This is an optimization exercise on Yosys and OpenROAD, whose aim is small area, not a production implementation.
Where RTL was checked, it was by simulation tests only, not by an equivalence proof against the original.
Power figures rest on the tool's default switching activity, not on a simulated workload.

==> flow/design.v (excerpt) <==
module midi_framer (
    input  wire         clk,
    input  wire         rst,
    input  wire         dec_valid,
    input  wire         dec_ctrl,
    input  wire [7:0]   dec_data,
    output wire         ev_valid,
    output wire [2:0]   ev_cls,
    output wire [3:0]   ev_kind,
    output wire [7:0]   ev_status,
    output wire [3:0]   ev_chan,
    output wire [6:0]   ev_d1,
    output wire [6:0]   ev_d2,
    output wire         ev_has_d2,
    output wire [13:0]  ev_val,
    output wire         ev_eox,
    output wire [3:0]   ev_port,
    output wire [4:0]   ev_len,
    output wire [127:0] ev_raw,
    output wire [7:0]   dstat,
    input  wire         enc_valid,
    input  wire         enc_ctrl,
    input  wire [2:0]   enc_code,
    input  wire [2:0]   cmd_cls,
    input  wire [3:0]   cmd_kind,
    input  wire [3:0]   cmd_chan,
    input  wire [7:0]   cmd_d1,
    input  wire [7:0]   cmd_d2,
    input  wire [15:0]  cmd_val,
    input  wire [15:0]  cmd_param,
    input  wire [4:0]   cmd_port,
    input  wire [4:0]   cmd_sx_len,
    input  wire [127:0] cmd_sx_data,
    output wire [4:0]   tx_len,
    output wire [143:0] tx_bytes,
    output wire [7:0]   estat
);
Settings: LEC_CHECK=0, CAP_MARGIN=20, CORE_MARGIN=2, CORE_UTILIZATION=40, PLACE_DENSITY=0.6, SLEW_MARGIN=20; clock period 10.0 ns.
standard.sh (not shown) runs the stock make flow with config.mk's settings and CLKGATE_MAP_FILE= SYNTH_SCRIPT=/design/flow/synth_recipe.tcl, a recipe that flattens the netlist after the stock synthesis.
==> flow/flow/run.sh <==
#!/bin/bash
# Own layout flow: the standard flow (standard.sh: the standard synthesis,
# floorplan, power grid, placement, routing), with these changes to how the
# layout is made:
#  - every input and output port still gets its own buffer, but a 1x buffer
#    (sky130_fd_sc_hd__buf_1) instead of the larger cell buffer_ports picks;
#  - the clock tree uses small clock buffers in small sink clusters and no
#    dummy loads;
#  - constant outputs keep the tie cells synthesis gave them (no tie fanout
#    repair);
#  - after global routing, cells off the critical paths are downsized
#    (repair_timing -recover_power).
# ORFS writes each step's full log under orfs/logs/; make's own output goes to
# standard.log in this folder.
set -uo pipefail
export BUFFER_PORTS_ARGS="-buffer_cell sky130_fd_sc_hd__buf_1"
export CTS_ARGS="-sink_clustering_enable -repair_clock_nets -dont_use_dummy_load -buf_list sky130_fd_sc_hd__clkbuf_8 -sink_clustering_size 18 -sink_clustering_max_diameter 80"
export SKIP_REPAIR_TIE_FANOUT=1
export RECOVER_POWER=100
bash standard.sh > standard.log 2>&1
The starting point finished but failed the layout checks on capacitance limit, slew limit.
Then changed:
--- a/flow/flow/run.sh
+++ b/flow/flow/run.sh
@@ -7,2 +7,2 @@
-#  - the clock tree uses small clock buffers in small sink clusters and no
-#    dummy loads;
+#  - the clock tree uses small clock buffers (clkbuf_4) in small sink clusters
+#    and no dummy loads;
@@ -10,3 +10 @@
-#    repair);
-#  - after global routing, cells off the critical paths are downsized
-#    (repair_timing -recover_power).
+#    repair).
@@ -17 +15 @@
-export CTS_ARGS="-sink_clustering_enable -repair_clock_nets -dont_use_dummy_load -buf_list sky130_fd_sc_hd__clkbuf_8 -sink_clustering_size 18 -sink_clustering_max_diameter 80"
+export CTS_ARGS="-sink_clustering_enable -repair_clock_nets -dont_use_dummy_load -buf_list sky130_fd_sc_hd__clkbuf_4 -sink_clustering_size 10 -sink_clustering_max_diameter 60"
@@ -19 +16,0 @@
-export RECOVER_POWER=100
What happened: The changed run completed with no timing, DRC or antenna violations; die area is unchanged; worst setup slack improved by 2300 ps; cell area came out higher by 0.47%; sequential power hardly moves; core utilization came out higher by 0.23 points; total power stays flat; wire length went up by 0.42%.
Then changed:
--- a/flow/flow/run.sh
+++ b/flow/flow/run.sh
@@ -7,2 +7,2 @@
-#  - the clock tree uses small clock buffers (clkbuf_4) in small sink clusters
-#    and no dummy loads;
+#  - the clock tree uses small clock buffers in small sink clusters and no
+#    dummy loads;
@@ -10 +10,3 @@
-#    repair).
+#    repair);
+#  - after global routing, cells off the critical paths are downsized
+#    (repair_timing -recover_power).
@@ -16,0 +19 @@
+export RECOVER_POWER=100
The changed run produced a layout that fails on capacitance limit, slew limit; synthesized area is unchanged; via count barely changes; cell area is lower by 0.59%.
Then changed:
==> flow/flow/run.sh (replaced) <==
#!/bin/bash
# Own layout flow: the standard flow (standard.sh, unchanged synthesis,
# floorplan, power grid and routing), with two changes to how the layout is made:
#  - every input and output port still gets its own buffer, but a 1x buffer
#    (sky130_fd_sc_hd__buf_1) instead of the larger cell buffer_ports picks;
#  - the clock tree uses clkbuf_16 buffers with larger sink clusters and no dummy
#    loads.
# ORFS writes each step's full log under orfs/logs/; make's own output goes to
# standard.log in this folder.
set -uo pipefail
export BUFFER_PORTS_ARGS="-buffer_cell sky130_fd_sc_hd__buf_1"
export CTS_ARGS="-sink_clustering_enable -repair_clock_nets -dont_use_dummy_load -buf_list sky130_fd_sc_hd__clkbuf_16 -sink_clustering_size 30 -sink_clustering_max_diameter 120"
bash standard.sh > standard.log 2>&1
This time the run produced a clean layout.
Synthesized cell count stays the same.
Worst setup slack gets better by 2300 ps.
Global-route usage came out lower by 0.59 points.
Hold slack gets worse by 6.9 ps.
Critical path depth came out lower by 2.
Clock-buffer cell count came out lower by 22.
Core utilization came out higher by 0.56 points.
Non-clock buffer count came out lower by 4.
Sequential power stays flat.
Via count came out lower by 1.5%.

Setup of red:
midi_framer, a different RTL version from the one above (not shown whole).
For scale: about 1000 cells after synthesis, roughly 280 flip-flops, ~570 I/O pins, roughly 0.011 mm2 of cells after synthesis.
Settings: LEC_CHECK=0, CAP_MARGIN=20, CORE_MARGIN=2, CORE_UTILIZATION=40, PLACE_DENSITY=0.85, SLEW_MARGIN=20; clock period 10.0 ns.
==> flow/flow/run.sh <==
#!/bin/bash
# Own layout flow: the standard flow (standard.sh: the standard synthesis,
# floorplan, power grid, placement, routing), with these changes to how the
# layout is made:
#  - every input and output port still gets its own buffer, but a 1x buffer
#    (sky130_fd_sc_hd__buf_1) instead of the larger cell buffer_ports picks;
#  - the clock tree uses clkbuf_8 clock buffers
#    and no dummy loads;
#  - constant outputs keep the tie cells synthesis gave them (no tie fanout
#    repair).
# ORFS writes each step's full log under orfs/logs/; make's own output goes to
# standard.log in this folder.
set -uo pipefail
export BUFFER_PORTS_ARGS="-buffer_cell sky130_fd_sc_hd__buf_1"
export CTS_ARGS="-sink_clustering_enable -repair_clock_nets -dont_use_dummy_load -buf_list sky130_fd_sc_hd__clkbuf_8 -sink_clustering_size 22 -sink_clustering_max_diameter 60"
export SKIP_REPAIR_TIE_FANOUT=1
bash standard.sh > standard.log 2>&1
red finished every stage and its layout cleared the timing, design-rule and antenna checks.
Input changes introduced in blue (baseline for comparison: red):
# red
export LEC_CHECK = 0
export CAP_MARGIN = 20
export CORE_MARGIN = 2
export CORE_UTILIZATION = 40
export PLACE_DENSITY = 0.85
export SLEW_MARGIN = 20
create_clock -name core_clock -period 10.0 [get_ports {clk}]
# blue
export LEC_CHECK = 0
export CAP_MARGIN = 20
export CORE_MARGIN = 2
export CORE_UTILIZATION = 40
export PLACE_DENSITY = 0.6
export SLEW_MARGIN = 20
create_clock -name core_clock -period 10.0 [get_ports {clk}]
==> flow/flow/run.sh <==
#!/bin/bash
# Own layout flow: the standard flow (standard.sh: the standard synthesis,
# floorplan, power grid, placement, routing), with these changes to how the
# layout is made:
#  - every input and output port still gets its own buffer, but a 1x buffer
#    (sky130_fd_sc_hd__buf_1) instead of the larger cell buffer_ports picks;
#  - the clock tree uses small clock buffers (clkbuf_4) in small sink clusters
#    and no dummy loads;
#  - constant outputs keep the tie cells synthesis gave them (no tie fanout
#    repair).
# ORFS writes each step's full log under orfs/logs/; make's own output goes to
# standard.log in this folder.
set -uo pipefail
export BUFFER_PORTS_ARGS="-buffer_cell sky130_fd_sc_hd__buf_1"
export CTS_ARGS="-sink_clustering_enable -repair_clock_nets -dont_use_dummy_load -buf_list sky130_fd_sc_hd__clkbuf_4 -sink_clustering_size 10 -sink_clustering_max_diameter 60"
export SKIP_REPAIR_TIE_FANOUT=1
bash standard.sh > standard.log 2>&1
--- outcome ---
blue and red ended up with nearly the same longest individual stage delay on the worst path.
In the flow results for blue and red, the final worst-path setup slack is larger on red.
When blue is set beside red, its via count of the first global-routing pass turns out to be about 0.6% larger.
| via count | blue vs red | 149 lower |
For the fmax, blue came in 11% lower than red did.
blue vs red — met2 wire length rose about 3.3%.
Part of the total power dissipated in the clock network: lower on blue
The inputs of green differ from those of blue as listed below.
==> flow/flow/run.sh <==
#!/bin/bash
# Own layout flow: the standard flow (standard.sh: the standard synthesis,
# floorplan, power grid, placement, routing), with these changes to how the
# layout is made:
#  - every input and output port still gets its own buffer, but a 1x buffer
#    (sky130_fd_sc_hd__buf_1) instead of the larger cell buffer_ports picks;
#  - the clock tree uses small clock buffers (clkbuf_2, clkbuf_4) in small sink clusters
#    and no dummy loads;
#  - constant outputs keep the tie cells synthesis gave them (no tie fanout
#    repair).
# ORFS writes each step's full log under orfs/logs/; make's own output goes to
# standard.log in this folder.
set -uo pipefail
export BUFFER_PORTS_ARGS="-buffer_cell sky130_fd_sc_hd__buf_1"
export CTS_ARGS="-sink_clustering_enable -repair_clock_nets -dont_use_dummy_load -buf_list {sky130_fd_sc_hd__clkbuf_2 sky130_fd_sc_hd__clkbuf_4} -sink_clustering_size 8 -sink_clustering_max_diameter 50"
export SKIP_REPAIR_TIE_FANOUT=1
bash standard.sh > standard.log 2>&1
## What came out
green gives more final setup slack of the worst path than blue did.
Between blue and green, the wire length figures differ only marginally.
Higher share of total power in the clock network goes to green over blue.
In green, the via count of the routed design came out 0.50% above the value in blue.
Going from blue to green, number of global-route vias before repair grew slightly.

harbor:
Another version of the RTL of midi_framer (not shown whole).
Size: about 1000 cells after synthesis, about 280 flip-flops, ~12000 sq um of cells after synthesis.
clock: 10.0 ns
lec_check: 0
cap_margin: 20
core_margin: 2
core_utilization: 40
place_density: 0.6
slew_margin: 20
==> flow/flow/run.sh <==
#!/bin/bash
# Own layout flow: the standard flow (standard.sh, unchanged synthesis,
# floorplan, power grid and routing), with two changes to how the layout is made:
#  - every input and output port still gets its own buffer, but a 1x buffer
#    (sky130_fd_sc_hd__buf_1) instead of the larger cell buffer_ports picks;
#  - the clock tree uses clkbuf_8 buffers with larger sink clusters and no dummy
#    loads.
# ORFS writes each step's full log under orfs/logs/; make's own output goes to
# standard.log in this folder.
set -uo pipefail
export BUFFER_PORTS_ARGS="-buffer_cell sky130_fd_sc_hd__buf_1"
export CTS_ARGS="-sink_clustering_enable -repair_clock_nets -dont_use_dummy_load -buf_list sky130_fd_sc_hd__clkbuf_8 -sink_clustering_size 12 -sink_clustering_max_diameter 50"
bash standard.sh > standard.log 2>&1
No stage failed in harbor, and the final checks on the layout all came back clean.
Input-level comparison between tundra and harbor:
==> flow/flow/run.sh <==
#!/bin/bash
# Own layout flow: the standard flow (standard.sh, unchanged synthesis,
# floorplan, power grid and routing), with two changes to how the layout is made:
#  - every input and output port still gets its own buffer, but a 1x buffer
#    (sky130_fd_sc_hd__buf_1) instead of the larger cell buffer_ports picks;
#  - the clock tree uses clkbuf_16 buffers with larger sink clusters and no dummy
#    loads.
# ORFS writes each step's full log under orfs/logs/; make's own output goes to
# standard.log in this folder.
set -uo pipefail
export BUFFER_PORTS_ARGS="-buffer_cell sky130_fd_sc_hd__buf_1"
export CTS_ARGS="-sink_clustering_enable -repair_clock_nets -dont_use_dummy_load -buf_list sky130_fd_sc_hd__clkbuf_16 -sink_clustering_size 20 -sink_clustering_max_diameter 80"
bash standard.sh > standard.log 2>&1
==> summary.txt <==
Both conditions hold for tundra: the flow ran to the end and the final layout passed the timing, design-rule and antenna checks. The wire length of the first global-routing pass of tundra falls short of that of harbor by about 0.6%. tundra vs harbor: total power up slightly. Of tundra and harbor, the lower final critical-path required period belongs to harbor. Any difference in core utilization of the finished layout between harbor and tundra is small enough to ignore. The global routing met2 resource utilization of harbor and that of tundra are within noise of each other.
No functional check of the RTL was part of any run of this note.

[re-timing with driven ports]
No port has a modelled driver above. Below, the same layouts with a new extraction and two added sets of constraints. Step 1 sets driving cells, clkbuf_16 on the clock port and buf_2 on the other inputs (assumed; they add their load-dependent delay and slew). Step 2 also shifts input and output timing later by t, the mid clock arrival at the registers, as if the neighbouring blocks saw the same clock. Slacks: ideal / step 1 / step 2; pairs: ideal / step 1.
run | t, ns | setup slack, ns | worst setup path after step 2 | worst data-port slew with drivers (ns)
the first run of note 1 | 0.576 | 2.749 / 2.773 / 2.198 | input to register | 0.10
the second run of note 1 | 0.650 | 5.063 / 5.014 / 5.095 | input to register | 0.11
the third run of note 1 | 0.639 | 2.818 / 2.842 / 2.203 | input to register | 0.10
the fourth run of note 1 | 0.530 | 5.088 / 5.035 / 4.770 | input to register | 0.11
red | 0.586 | 5.313 / 5.266 / 5.208 | input to register | 0.08
blue | 0.658 | 4.729 / 4.683 / 4.724 | input to register | 0.08
green | 0.674 | 4.755 / 4.708 / 4.693 | input to register | 0.07
harbor | 0.544 | 5.133 / 5.088 / 4.826 | input to register | 0.09
tundra | 0.544 | 5.092 / 5.041 / 4.825 | input to register | 0.09
For the third run of note 1, which loses most, drivers alone change the setup slack by +0.024 ns; drivers and shift together by -0.615 ns.
